From an optimization exercise on the open Yosys and OpenROAD flow, aimed at small area, a short achievable clock period and few clock cycles; shortcuts taken in it are not production practice.
No run shown here included a check of the RTL's function; only the layout flow was run.
Power is estimated from default activity; no workload was simulated.

==> flow/design.v (outline; a module is shown in full before it is edited, if it fits) <==
// module csum_codec: 1291 lines
// module csum_fa: 10 lines
module csum_codec (
    input  wire         clk,
    input  wire         rst,
    input  wire         start,
    input  wire [31:0]  cmd,
    input  wire [7:0]   blen,
    input  wire [623:0] frame,
    output wire         ready,
    output reg          done,
    output wire [7:0]   status,
    output wire [15:0]  value
);
  // ...
==> flow/flow/run.sh <==
#!/bin/bash
# The standard layout, with the port buffers made as buf_1 cells (every
# input and output port still gets its own buffer).
set -euo pipefail
export BUFFER_PORTS_ARGS="-buffer_cell sky130_fd_sc_hd__buf_1"
bash standard.sh synth > synth.log 2>&1
bash standard.sh finish > layout.log 2>&1
==> flow/standard.sh <==
#!/bin/bash
# synth_recipe.tcl (not shown) runs the flow's synth.tcl, then flattens the netlist and writes it again
# the make line also repeats each setting of config.mk as NAME=value (left out here)
make -C /OpenROAD-flow-scripts/flow DESIGN_CONFIG=/design/flow/config.mk WORK_HOME=/design/flow/orfs CLKGATE_MAP_FILE= SYNTH_SCRIPT=/design/flow/synth_recipe.tcl "${@:-finish}"
==> flow/config.mk <==
export PLATFORM = sky130hd
export DESIGN_NAME = csum_codec
export DESIGN_NICKNAME = csum_codec
export VERILOG_FILES = /design/flow/design.v
export SDC_FILE = /design/flow/constraint.sdc
export NUM_CORES = 4
export LEC_CHECK = 0
export CAP_MARGIN = 20
export CORE_AREA = 10 10 250 250
export DIE_AREA = 0 0 260 260
export SETUP_SLACK_MARGIN = 3.0
export SLEW_MARGIN = 20
export SYNTH_HIERARCHICAL = 1
==> flow/constraint.sdc <==
create_clock -name core_clock -period 8.0 [get_ports {clk}]
set_input_delay 1.6000 -clock core_clock [delete_from_list [all_inputs] [get_ports {clk}]]
set_output_delay 1.6000 -clock core_clock [all_outputs]
set_load 0.01 [all_outputs]
==> results.toml, run 1 <==
[final_layout]
inverters_excl_clock = 73
seq_cell_count = 71
area_delta_synth_final_pct = 42.9
comb.multi_input.count = 1458
top_register = "rq"
clock_buffers = 10
register_area_um2 = 1440
fill_cells = 5437

[yosys]
synthTopCellsByCount = "fa_1 (576), nand2_1 (565), inv_1 (72), dfxtp_1 (71), nand4_1 (38)"
yosys.area_share.xor_xnor_pct = 1.04
async_flop_share_pct = 0
yosysSeqAreaShare_pct = 8.01
syn_inst = 1636
synth_top_cells_by_area = "fa_1 (65%), nand2_1 (12%), dfxtp_1 (8.0%)"
muxShareOfSynthArea_pct = 0
ys_ff_latch = 71
synth_flop_cell = "dfxtp_1"

[global_routing]
antenna_found_initial = 14
grt.overflow.total = 0
grt_max_degree = 19
grt_pass1_vias = 19800

[floorplan]
fp.dieArea_um2 = 67600

[timing]
relSlewSlack_pct = 28.1
hold_viol = 0
final-setup-viol-count = 0
timing.final.crit_share_pct = 70.6
tightest_slew_ns = 1.07
min_period_ns = 5.64

[cts]
ctsResizeCount = 350
clock_sinks = 71
cts_setup_buffers = 106

[setup_path]
cp_common_cell = "fa_2"
cp-startpoint = "frame[110]"
crit_path_max_fanout = 8
cp.arrival_ns = 5.88
slowest_stage = "fa_2"

[drt]
met2WireLength_um = 50500
vias_per_cell = 5.22
post-route-drc-count = 0

[outcome]
outcome = "timing/DRC/antenna clean"

[power_and_ir_drop]
switching_share_pct = 52.4
total_power_mw = 14.7
cellPowerDensity_nw_per_um2 = 580
==> run 2, diff against run 1 <==
--- a/flow/config.mk
+++ b/flow/config.mk
@@ -8,6 +8,6 @@
 export CAP_MARGIN = 20
 export CORE_AREA = 10 10 250 250
 export DIE_AREA = 0 0 260 260
-export SETUP_SLACK_MARGIN = 3.0
+export SETUP_SLACK_MARGIN = 2.0
 export SLEW_MARGIN = 20
 export SYNTH_HIERARCHICAL = 1
==> results.toml, run 2 <==
[yosys]
synth_top_cells_by_area = "fa_1 (65%), nand2_1 (12%), dfxtp_1 (8.0%)"
ys_warn_count = 7
synth_edf_count = 0
yosysMostFrequentCell = "fa_1"
yosysSeqAreaShare_pct = 8.01
synthesis.area_um2 = 17700
yosysTopAreaCellShare_pct = 65.0
syn_inst = 1636
async_flop_share_pct = 0
synth_top_area_cell = "fa_1"
ys_types = 48
synthTopCellsByCount = "fa_1 (576), nand2_1 (565), inv_1 (72), dfxtp_1 (71), nand4_1 (38)"
ys_ff_latch = 71
syn_avg_cell_area_um2 = 10.8
synth_flop_cell = "dfxtp_1"

[drt]
drtAntennaViolNets = 0
wl_per_cell_um = 32.6
post-route-drc-count = 0
drt-total-wl_um = 102000
via_count = 16400
drt-initial-drc-count = 1655
first_pass_iters = 5
vias_per_cell = 5.24

[global_routing]
grt.busiest_layer = "met2"
track_usage_pct = 29.5
grt_max_degree = 28
met2_usage_pct = 49.4
grt.overflow.total = 0
grt_pass1_vias = 19300
grtUsageMet3_pct = 7.82
grt_first_pass_wirelength_um = 139000
antenna_found_initial = 20
use_met1_pct = 37.0

[timing]
min_period_ns = 5.92
fin_setup_tns_ns = 0
rsz0062_at_grt = "true"
max_freq_ghz = 0.169
timing.final.crit_share_pct = 74.1
maxSlewViolCount = 0
hold_viol = 0
tightest_slew_ns = 1.14
final-setup-viol-count = 0
relSlewSlack_pct = 23.8
clock_skew_ns = 0.0000323
finalWorstSetupSlack_ns = 2.08

[setup_path]
crit_path_cell_trace = "buf_1 -> inv_2 -> ha_4 -> and2_4 -> o21ai_4 -> nand2_1 -> fa_1 -> fa_1 -> fa_1 -> fa_1 -> fa_1 -> fa_1"
ff2ff_setup_slack_ns = 7.46
cp.arrival_ns = 6.15
slowest_stage = "fa_1"
start_kind = "input port"
cpPeakStageDelay_ns = 0.58
cp_top_family = "adder cells"
required_ns = 8.22
endpoint_kind = "flop"
worst-path-buf-inv = 2
crit_path_max_fanout = 10
crit_cells = 12
worstSetupPathType = "input port to flop"
reg2reg_depth = 1
cp_common_cell = "fa_1"

[final_layout]
area_delta_synth_final_pct = 25.9
top_register = "rq"
finalNonFillerCells = 3124
fin_area_um2 = 22300
largest_register_ffs = 64
layout_common_cells = "buf_1 (683), fa_1 (576), nand2_1 (559)"
final_common_cell = "buf_1"
nNetsFinal = 3625
fill_cells = 5739
final_util_pct = 39.4
drive_above_1_share_pct = 5.84

[power_and_ir_drop]
power.leakage_nw = 8.49
peakVddDrop_v = 0.000466
cellPowerDensity_nw_per_um2 = 508

[placed_design]
hpwlAfterDp_um = 90500
place_ws_ns = 0.867
place.port_buffers = 687
dpl.cell_count = 3072
post_dp_cell_area_um2 = 21300
place_congestion = 0.998

[floorplan]
ios = 693
start_util_pct = 31.3
rows = 87
coreArea_um2 = 56700
die_w_um = 260
fp.dieArea_um2 = 67600
die_h_um = 260

[outcome]
outcome = "timing/DRC/antenna clean"

[cts]
clk_pin_slew_worst_paths_ns = 0.06
htree_levels = 3
clock_sinks = 71
insertion_delay_ns = 0.36
numCtsBuffers = 9
clk_path_buf_depth = 2
cts_tree = "built"
cts_root_buf = "clkbuf_16"

[min_path]
holdCritPathClass = "flop to flop"
hold_depth = 1

[run]
drv_cap = 0
==> run 2: cell count changes in the layout (fill, tap and decap cells not counted), sizes merged <==
cell / change
buf: -97
bufinv: +1
clkbuf: -1
clkinvlp: -1
diode: -5
nor2b: -1
==> run 2: through the flow <==
| step | total power [mW] | hold slack, ns |
|---|---|---|
| 2_1_floorplan | 7.58 | 0.506 |
| 3_3_place_gp | 10.7 | 0.460 |
| 3_5_place_dp | 10.8 | 0.474 |
| 4_1_cts | 11.3 | 0.487 |
| 5_1_grt | 12.5 | 0.507 |
| 6_report | 11.3 | 0.481 |
==> run 2: cell families (layout without fill, tap and decap cells) <==
logic type / Yosys count / count (layout) / share of synthesized area, %
and+or+nand+nor: 689 / 689 / 15.9
adders and majority gates: 601 / 601 / 66.8
AOI/OAI and AO/OA: 141 / 141 / 5.52
buffers and inverters: 112 / 834 / 2.74
DFF: 71 / 71 / 8.01
xor gates and xnor gates: 21 / 21 / 1.04
other: 1 / 11 / 0.0211
==> run 2: final timing paths <==
check	from	endpoint
max	frame[106]	rq[7]$_DFF_P_
min	rdy$_DFF_P_	done$_SDFF_PP0_
max reg2reg	rdy$_DFF_P_	done$_SDFF_PP0_
min reg2reg	rdy$_DFF_P_	done$_SDFF_PP0_
==> run 2: power by group <==
group	switching (mW)	internal, mW
clock network	0.173	0.243
logic	5.98	4.08
registers	0.170	0.701
total	6.32	5.02
==> run 2: layout make-up <==
cell class	count	area (um2)	share of cell area [%]
antenna	6	15.0	0.0672
clock buffer	10	229	1.02
clock inverter	6	68.8	0.308
inverter	73	278	1.24
multi-input combinational	1457	16100	72.3
sequential	71	1420	6.36
tap	756	946	4.23
timing repair buffer	745	3230	14.5
==> run 2: routing by layer <==
metal,routed length [um],vias up
met4,3160,30
li1,-,6599
met3,9900,192
met2,49300,1007
met5,185,-
met1,39200,8550
==> run 2: modules after synthesis (local to each module, per instance) <==
module / cells / times used
csum_codec: 1060 / 1
csum_fa: 1 / 576
==> run 2: what timing repair did <==
| item | in CTS | in global routing |
|---|---|---|
| hold endpoints to repair | 0 | 0 |
| gates resized for setup | 44 | 18 |
| buffers inserted | 18 | 12 |
| hold buffers | 0 | 0 |
| pin swaps | 11 | 5 |
| setup endpoints to repair | 64 | 51 |
==> run 3, diff against run 2 <==
--- a/flow/config.mk
+++ b/flow/config.mk
@@ -5,6 +5,7 @@
 export SDC_FILE = /design/flow/constraint.sdc
 export NUM_CORES = 4
 export LEC_CHECK = 0
+export ABC_CLOCK_PERIOD_IN_PS = 1500
 export CAP_MARGIN = 20
 export CORE_AREA = 10 10 250 250
 export DIE_AREA = 0 0 260 260
==> results.toml, run 3 <==
[outcome]
outcome = "timing/DRC/antenna clean"

[floorplan]
die_h_um = 260
fp.dieArea_um2 = 67600
coreArea_um2 = 56700
ios = 693
die_w_um = 260
rows = 87
start_util_pct = 31.3

[timing]
fin_setup_tns_ns = 0
min_period_ns = 5.92
holdWs_ns = 0.481
hold_viol = 0
maxSlewViolCount = 0
tightest_slew_ns = 1.14
final-setup-viol-count = 0
clock_skew_ns = 0.0000323
relSlewSlack_pct = 23.8
rsz0062_at_grt = "true"
max_freq_ghz = 0.169
timing.final.crit_share_pct = 74.1

[yosys]
synth_compound_area_share_pct = 5.52
yosysMostFrequentCell = "fa_1"
ys_types = 48
ys_warn_count = 7
syn_inst = 1636
synth_top_family_by_area = "adder cells"
yosysTopAreaCellShare_pct = 65.0
yosys.area_share.xor_xnor_pct = 1.04
synthAdderAreaFrac_pct = 66.8
yosysSeqAreaShare_pct = 8.01
async_flop_share_pct = 0
ys_ff_latch = 71
synth-simple-area-share_pct = 15.9
syn_avg_cell_area_um2 = 10.8
synth_top_cells_by_area = "fa_1 (65%), nand2_1 (12%), dfxtp_1 (8.0%)"
synth_edf_count = 0
synth_top_area_cell = "fa_1"
synth_flop_cell = "dfxtp_1"
synthTopCellsByCount = "fa_1 (576), nand2_1 (565), inv_1 (72), dfxtp_1 (71), nand4_1 (38)"
synthesis.area_um2 = 17700
muxShareOfSynthArea_pct = 0

[final_layout]
top_register = "rq"
multi_input_area_um2 = 16100
layout_common_cells = "buf_1 (683), fa_1 (576), nand2_1 (559)"
finalNonFillerCells = 3124
final_util_pct = 39.4
register_area_um2 = 1420
largest_register_ffs = 64
fill_cells = 5739
final_common_cell = "buf_1"
area_delta_synth_final_pct = 25.9
drive_above_1_share_pct = 5.84
nNetsFinal = 3625

[setup_path]
endpoint_kind = "flop"
start_kind = "input port"
worstSetupPathType = "input port to flop"
r2r_end = "done$_SDFF_PP0_"
required_ns = 8.22
crit_path_max_fanout = 10
cp.arrival_ns = 6.15
reg2reg_depth = 1
worstSetupEndpoint = "rq[7]$_DFF_P_"
cp-startpoint = "frame[106]"
worstReg2RegStart = "rdy$_DFF_P_"
ff2ff_setup_slack_ns = 7.46

[placed_design]
place_congestion = 0.998
place.port_buffers = 687
dpl.cell_count = 3072
hpwlAfterDp_um = 90500

[cts]
clock_sinks = 71
clk_path_buf_depth = 2
numCtsBuffers = 9
htree_levels = 3
cts_tree = "built"
insertion_delay_ns = 0.36
clk_pin_slew_worst_paths_ns = 0.06
cts_root_buf = "clkbuf_16"

[drt]
drt-initial-drc-count = 1655
via_count = 16400
drt-total-wl_um = 102000
vias_per_cell = 5.24
drtAntennaViolNets = 0
post-route-drc-count = 0
first_pass_iters = 5
wl_per_cell_um = 32.6

[power_and_ir_drop]
power.internal_mw = 5.02
power_switching_mw = 6.32
peakVddDrop_v = 0.000466
total_power_mw = 11.3
switching_share_pct = 55.7
pwr-share-comb_pct = 88.6
cellPowerDensity_nw_per_um2 = 508
power.leakage_nw = 8.49
clkPwrFrac_pct = 3.7
sequentialPowerShare_pct = 7.7

[global_routing]
grt_max_degree = 28
antenna_found_initial = 20
grt_first_pass_wirelength_um = 139000
grt.overflow.total = 0
grt_pass1_vias = 19300
track_usage_pct = 29.5

[run]
drv_cap = 0

[min_path]
holdCritPathClass = "flop to flop"
hold_start = "rdy$_DFF_P_"
-- run 3: area by class of cell --
class,instances,share of cell area [%]
Clock inverter,6,0.308
Timing Repair Buffer,745,14.5
Inverter,73,1.24
Clock buffer,10,1.02
Antenna cell,6,0.0672
Tap cell,756,4.23
Sequential cell,71,6.36
Multi-Input combinational cell,1457,72.3
-- run 3: per-module statistics from Yosys, one instance, submodules excluded --
module,cells inside,copies in the design
csum_fa,1,576
csum_codec,1060,1
-- run 3: power groups by stage --
stage                     combinational, mW  clock (mW)  sequential, mW
after detailed placement               9.89           0           0.880
final                                  10.1       0.416           0.872
after global routing                   11.2       0.441           0.893
after floorplan                        6.76           0           0.820
after global placement                 9.77           0           0.883
after CTS                              9.98       0.428           0.872
-- run 3: timing repair --
action,in CTS,in global routing
gates resized for setup,44,18
setup endpoints to repair,64,51
cloned,0,0
buffers inserted,18,12
hold buffers,0,0
pin swaps,11,5
-- run 3: kinds of logic after synthesis --
group,count (synthesis)
adders and majority gates,601
AOI/OAI and AO/OA,141
and+or+nand+nor,689
xor gates and xnor gates,21
other,1
DFF,71
buffers and inverters,112
-- run 3: worst max-delay path, stage by stage --
cell and delay [ns]:
buf_1 0.25, inv_2 0.24, ha_4 0.28, and2_4 0.22, o21ai_4 0.42, nand2_1 0.25, fa_1 0.48, fa_1 0.55
fa_1 0.44, fa_1 0.40, fa_1 0.58, fa_1 0.42
-- run 3: metal layers --
metal | vias to the layer above | global-route usage [%] | wire length (um)
met4 | 30 | 8.30 | 3160
met3 | 192 | 7.82 | 9900
met1 | 8550 | 37.0 | 39200
met5 | - | 0 | 185
li1 | 6599 | - | -
met2 | 1007 | 49.4 | 49300
-- run 3: how the worst min path moves through the flow --
stage          depth (start not counted)               to
2_1_floorplan                          1  done$_SDFF_PP0_
3_3_place_gp                           1  done$_SDFF_PP0_
3_5_place_dp                           1  done$_SDFF_PP0_
4_1_cts                                1  done$_SDFF_PP0_
5_1_grt                                1  done$_SDFF_PP0_
6_report                               1  done$_SDFF_PP0_
-- run 3: per-stage QoR --
step / instance area [um2] / setup slack, ns
2_1_floorplan: 17800 / 2.06
3_3_place_gp: 21300 / 0.961
3_5_place_dp: 21300 / 0.867
4_1_cts: 22100 / 2.00
6_report: 22300 / 2.08
5_1_grt: 22300 / 1.96
==> run 4, diff against run 3 <==
==> flow/config.mk (replaced) <==
export PLATFORM = sky130hd
export DESIGN_NAME = csum_codec
export DESIGN_NICKNAME = csum_codec
export VERILOG_FILES = /design/flow/design.v
export SDC_FILE = /design/flow/constraint.sdc
export NUM_CORES = 4
export LEC_CHECK = 0
export CAP_MARGIN = 20
export CORE_AREA = 5 5 195 195
export DIE_AREA = 0 0 200 200
export SETUP_SLACK_MARGIN = 2.0
export SLEW_MARGIN = 20
export SYNTH_HIERARCHICAL = 1
==> results.toml, run 4 <==
[outcome]
outcome = "timing/DRC/antenna clean"

[final_layout]
finalNonFillerCells = 2824
register_area_um2 = 1420
layout_common_cells = "buf_1 (682), fa_1 (574), nand2_1 (560)"
largest_register_ffs = 64
final_util_pct = 61.8
top_register = "rq"
multi_input_area_um2 = 16200
drive_above_1_share_pct = 5.69
final_common_cell = "buf_1"
area_delta_synth_final_pct = 23.9
nNetsFinal = 3616
fin_area_um2 = 22000
fill_cells = 2995

[global_routing]
antenna_found_initial = 20
grt_max_degree = 21
grt_pass1_vias = 18900
grt_first_pass_wirelength_um = 124000
track_usage_pct = 44.8
grt.overflow.total = 0

[timing]
finalWorstSetupSlack_ns = 2.03
max_freq_ghz = 0.168
min_period_ns = 5.97
tightest_slew_ns = 0.894
hold_viol = 0
rsz0062_at_grt = "true"
maxSlewViolCount = 0
relSlewSlack_pct = 40.4
final-setup-viol-count = 0
clock_skew_ns = 0.0000569
timing.final.crit_share_pct = 74.6
fin_setup_tns_ns = 0

[run]
drv_cap = 0

[min_path]
hold_depth = 1
holdCritPathClass = "flop to flop"

[setup_path]
reg2reg_depth = 1
endpoint_kind = "flop"
cp.arrival_ns = 6.19
cp-startpoint = "frame[108]"
required_ns = 8.22
start_kind = "input port"
r2r_end = "done$_SDFF_PP0_"
ff2ff_setup_slack_ns = 7.45
worstSetupPathType = "input port to flop"
crit_path_max_fanout = 20
worstSetupEndpoint = "rq[63]$_DFF_P_"
worstReg2RegStart = "rdy$_DFF_P_"

[yosys]
synth_top_cells_by_area = "fa_1 (65%), nand2_1 (12%), dfxtp_1 (8.0%)"
syn_avg_cell_area_um2 = 10.8
synth_top_area_cell = "fa_1"
yosysMostFrequentCell = "fa_1"
syn_inst = 1636
synthesis.area_um2 = 17700
ys_types = 48
async_flop_share_pct = 0
synthTopCellsByCount = "fa_1 (576), nand2_1 (565), inv_1 (72), dfxtp_1 (71), nand4_1 (38)"
synth_flop_cell = "dfxtp_1"
yosysTopAreaCellShare_pct = 65.0
yosysSeqAreaShare_pct = 8.01
synth_edf_count = 0
ys_ff_latch = 71
ys_warn_count = 7

[placed_design]
place_congestion = 1.06
hpwlAfterDp_um = 80700
place.port_buffers = 687
place_ws_ns = 0.648
dpl.cell_count = 2770
post_dp_cell_area_um2 = 20900

[cts]
htree_levels = 3
ctsHoldBuffers = 0
clk_pin_slew_worst_paths_ns = 0.07
cts_root_buf = "clkbuf_16"
clock_sinks = 71
insertion_delay_ns = 0.34
clk_path_buf_depth = 2
numCtsBuffers = 9
cts_tree = "built"

[floorplan]
rows = 69
start_util_pct = 49.9
die_h_um = 200
fp.dieArea_um2 = 40000
ios = 693
die_w_um = 200
coreArea_um2 = 35600

[power_and_ir_drop]
switching_share_pct = 56.8
sequentialPowerShare_pct = 7.3
cellPowerDensity_nw_per_um2 = 534
power.internal_mw = 5.07
peakVddDrop_v = 0.000535
power_switching_mw = 6.67
clkPwrFrac_pct = 3.4
power.leakage_nw = 8.46
pwr-share-comb_pct = 89.2

[drt]
drt-total-wl_um = 91900
drt-initial-drc-count = 1998
wl_per_cell_um = 32.5
post-route-drc-count = 0
vias_per_cell = 6.12
drtAntennaViolNets = 0
first_pass_iters = 8
via_count = 17300
## run 4: cell counts after synthesis
No cell type changed its count.
## run 4: routing by layer
layer / track usage (%) / share of wire, % / up-vias
met5: 0 / 0.079 / -
met4: 15.9 / 5.1 / 14
met3: 18.7 / 16 / 349
met2: 68.8 / 45 / 1576
met1: 57.9 / 34 / 8759
li1: - / - / 6584
## run 4: per-module statistics from Yosys, one instance, submodules excluded
module / cells inside / flip-flops and latches / area (um2) / times used
csum_codec: 1060 / 71 / 6210 / 1
csum_fa: 1 / 0 / 20.0 / 576
## run 4: cell type report
cell class              instances  share of cell area, %
inverters                      73                   1.28
flip-flops and latches         71                   6.47
clock buffers                   9                   1.02
repair buffers                736                   14.7
well taps                     461                   2.62
diodes                         10                  0.114
multi-input cells            1457                   73.5
clock inverters                 7                  0.296
## run 4: what timing repair did
| item | in CTS | in global routing |
|---|---|---|
| buffers inserted | 17 | 11 |
| resized for setup | 54 | 22 |
| gates cloned | 0 | 0 |
| pin swaps | 10 | 11 |
| hold endpoints to repair | 0 | 0 |
| endpoints found under the setup margin | 64 | 39 |
## run 4: how the worst min path moves through the flow
stage | startpoint | end
2_1_floorplan | rdy$_DFF_P_ | done$_SDFF_PP0_
3_3_place_gp | rdy$_DFF_P_ | done$_SDFF_PP0_
3_5_place_dp | rdy$_DFF_P_ | done$_SDFF_PP0_
4_1_cts | rdy$_DFF_P_ | done$_SDFF_PP0_
5_1_grt | rdy$_DFF_P_ | done$_SDFF_PP0_
6_report | rdy$_DFF_P_ | done$_SDFF_PP0_
## run 4: cells by family after synthesis
group / Yosys count / synth area share (%)
AND/OR/NAND/NOR: 689 / 15.9
adder cells (fa/ha/maj): 601 / 66.8
AO/OA/AOI/OAI: 141 / 5.52
buffers and inverters: 112 / 2.74
flip-flops: 71 / 8.01
XOR/XNOR: 21 / 1.04
other: 1 / 0.0211
## run 4: power groups by stage
stage | Sequential, mW | Clock, mW | Combinational [mW]
global placement | 0.865 | 0 | 9.77
CTS | 0.860 | 0.404 | 10.1
global route | 0.883 | 0.423 | 11.4
finish | 0.861 | 0.404 | 10.5
floorplan | 0.820 | 0 | 6.76
detailed placement | 0.867 | 0 | 10.0
## run 4: critical path, stage by stage
cell and delay (ns):
clkbuf_4 0.28, nor2b_1 0.25, nand3_2 0.31, o21ai_1 0.29
buf_4 0.28, nand2_1 0.12, fa_1 0.53, fa_1 0.48
fa_1 0.49, fa_1 0.50, fa_1 0.60, fa_1 0.43
## run 4: stage by stage
stage                     total power, mW  hold slack (ns)
after global placement               10.6            0.469
final                                11.7            0.489
after floorplan                      7.58            0.506
after global routing                 12.7            0.508
after detailed placement             10.9            0.477
after CTS                            11.4            0.490
==> run 5, diff against run 4 <==
--- a/flow/config.mk
+++ b/flow/config.mk
@@ -6,8 +6,9 @@
 export NUM_CORES = 4
 export LEC_CHECK = 0
 export CAP_MARGIN = 20
-export CORE_AREA = 5 5 195 195
-export DIE_AREA = 0 0 200 200
-export SETUP_SLACK_MARGIN = 2.0
+export CORE_AREA = 10 10 250 250
+export CTS_BUF_LIST = sky130_fd_sc_hd__clkbuf_4 sky130_fd_sc_hd__clkbuf_8
+export DIE_AREA = 0 0 260 260
+export SETUP_SLACK_MARGIN = 2.5
 export SLEW_MARGIN = 20
 export SYNTH_HIERARCHICAL = 1
==> results.toml, run 5 <==
[yosys]
synth_top_cells_by_area = "fa_1 (65%), nand2_1 (12%), dfxtp_1 (8.0%)"
async_flop_share_pct = 0
yosysMostFrequentCell = "fa_1"
synth_top_area_cell = "fa_1"
synth_flop_cell = "dfxtp_1"
synthesis.area_um2 = 17700
synth_edf_count = 0
syn_inst = 1636
yosysTopAreaCellShare_pct = 65.0
ys_warn_count = 7
ys_types = 48
yosysSeqAreaShare_pct = 8.01
synthTopCellsByCount = "fa_1 (576), nand2_1 (565), inv_1 (72), dfxtp_1 (71), nand4_1 (38)"
ys_ff_latch = 71
syn_avg_cell_area_um2 = 10.8

[floorplan]
rows = 87
coreArea_um2 = 56700
die_w_um = 260
ios = 693
die_h_um = 260
fp.dieArea_um2 = 67600
start_util_pct = 31.3

[drt]
post-route-drc-count = 0
via_count = 16800
drtAntennaViolNets = 0
drt-total-wl_um = 103000
wl_per_cell_um = 32.6
vias_per_cell = 5.28
first_pass_iters = 5
drt-initial-drc-count = 1779

[cts]
cts_tree = "built"
ctsHoldBuffers = 0
cts_root_buf = "clkbuf_8"
clock_sinks = 71
clk_pin_slew_worst_paths_ns = 0.11
clk_path_buf_depth = 2
numCtsBuffers = 9
insertion_delay_ns = 0.38
htree_levels = 3

[timing]
min_period_ns = 5.55
relSlewSlack_pct = 30.1
max_freq_ghz = 0.180
final-setup-viol-count = 0
clock_skew_ns = 0.0000381
rsz0062_at_grt = "true"
fin_setup_tns_ns = 0
timing.final.crit_share_pct = 69.4
holdWs_ns = 0.482
maxSlewViolCount = 0
hold_viol = 0
tightest_slew_ns = 1.04

[setup_path]
worstSetupPathType = "input port to flop"
crit_path_max_fanout = 9
cp_common_cell = "fa_2"
required_ns = 8.23
cpPeakStageDelay_ns = 0.58
cp.arrival_ns = 5.78
slowest_stage = "fa_2"
crit_path_cell_trace = "clkbuf_16 -> buf_12 -> or3_4 -> nor2_4 -> buf_12 -> nand3_4 -> nand2_2 -> fa_1 -> fa_2 -> fa_2 -> fa_2 -> fa_2 -> fa_1"
start_kind = "input port"
endpoint_kind = "flop"
worst-path-buf-inv = 3
cp_top_family = "adder cells"

[final_layout]
drive_above_1_share_pct = 16.1
nNetsFinal = 3670
finalNonFillerCells = 3173
largest_register_ffs = 64
area_delta_synth_final_pct = 34.2
final_common_cell = "buf_1"
layout_common_cells = "buf_1 (678), nand2_1 (529), fa_1 (441)"
top_register = "rq"

[global_routing]
met2_usage_pct = 49.2
track_usage_pct = 29.9
antenna_found_initial = 28
grt_max_degree = 19
grt_pass1_vias = 19500
use_met1_pct = 37.0
grt.busiest_layer = "met2"
grt.overflow.total = 0
grtUsageMet3_pct = 8.99
grt_first_pass_wirelength_um = 142000

[power_and_ir_drop]
total_power_mw = 11.5
peakVddDrop_v = 0.000451
power.leakage_nw = 8.85
cellPowerDensity_nw_per_um2 = 484

[min_path]
holdCritPathClass = "flop to flop"

[placed_design]
place_congestion = 0.990
dpl.cell_count = 3055
hpwlAfterDp_um = 90600
place.port_buffers = 687

[outcome]
outcome = "timing/DRC/antenna clean"

[run]
drv_cap = 0
-- run 5: cell counts after synthesis --
Identical to the previous run, type by type.
-- run 5: worst paths after layout --
check | slack, ns | startpoint | cells past startpoint | end
worst max register to register | 7.46 | rdy$_DFF_P_ | 1 | done$_SDFF_PP0_
worst min register to register | 0.48 | rdy$_DFF_P_ | 1 | done$_SDFF_PP0_
worst min-delay path | 0.48 | rdy$_DFF_P_ | 1 | done$_SDFF_PP0_
worst max-delay path | 2.45 | frame[110] | 13 | rq[39]$_DFF_P_
-- run 5: per-layer routing --
metal	wire length, um	share of wire (%)	vias to the layer above
li1	-	-	6699
met1	39700	38	8740
met2	49000	47	1086
met3	10500	10	210
met4	4080	3.9	26
met5	160	0.15	-
-- run 5: modules after synthesis, one instance, submodules excluded --
module / flip-flops and latches / copies in the design / cell area, um2
csum_codec: 71 / 1 / 6210
csum_fa: 0 / 576 / 20.0
-- run 5: cell families after synthesis --
| kind of cell | share of synthesized area [%] |
|---|---|
| xor+xnor | 1.04 |
| buf+inv | 2.74 |
| flops | 8.01 |
| other cells | 0.0211 |
| compound gates | 5.52 |
| simple gates | 15.9 |
| fa+ha+maj | 66.8 |
-- run 5: repair_timing --
item / in CTS / in global routing
setup endpoints to repair: 64 / 50
buffers inserted: 73 / 18
pin swaps: 88 / 88
resized for setup: 151 / 104
gates cloned: 1 / 0
-- run 5: area by class of cell --
cell class	count	area (um2)
Fill cell	5488	32900
Tap cell	756	946
Clock inverter	5	57.6
Inverter	73	289
Timing Repair Buffer	790	3990
Multi-Input combinational cell	1457	16900
Antenna cell	10	25.0
Clock buffer	11	145
Sequential cell	71	1420
-- run 5: where the power goes --
part,leakage (nW),internal (mW),switching [mW],total (mW)
Clock,0.107,0.156,0.150,0.307
Combinational,8.14,4.29,6.08,10.4
Sequential,0.597,0.701,0.161,0.862
-- run 5: metrics by stage --
stage	worst slack, ns	area, um2	utilization, %
after CTS	2.49	23300	41.0
after global routing	2.42	23800	42.0
final	2.45	23800	42.0
after floorplan	2.46	18200	-
after detailed placement	0.982	21500	37.9
after global placement	1.03	21500	37.9

## port drivers added, routing unchanged
No port has a modelled driver above. Below, the same layouts with a new extraction and two added sets of constraints. Step 1 sets driving cells, clkbuf_16 on the clock port and buf_2 on the other inputs (assumed; they add their load-dependent delay and slew). Step 2 adds t to the input delays and takes it off the output delays; t is the mean of the earliest and latest rising clock arrival at the registers after step 1. Input paths then give back, and output paths get back, about the clock's delay inside the block. Three values: ideal, step 1, step 2; two values: the first two.
run | shift t [ns] | slack for setup (ns) | cell pins on the clock port's net
run 1 | 0.397 | 2.355 / 2.299 / 1.903 | 1
run 2 | 0.407 | 2.076 / 2.093 / 1.686 | 1
run 3 | 0.407 | 2.076 / 2.093 / 1.686 | 1
run 4 | 0.395 | 2.033 / 2.053 / 1.658 | 1
run 5 | 0.404 | 2.449 / 2.403 / 1.999 | 1
After both steps setup and hold are still met in every run listed. The setup slack of run 1, which loses most, moves by -0.056 ns with the drivers and by -0.452 ns with both steps.
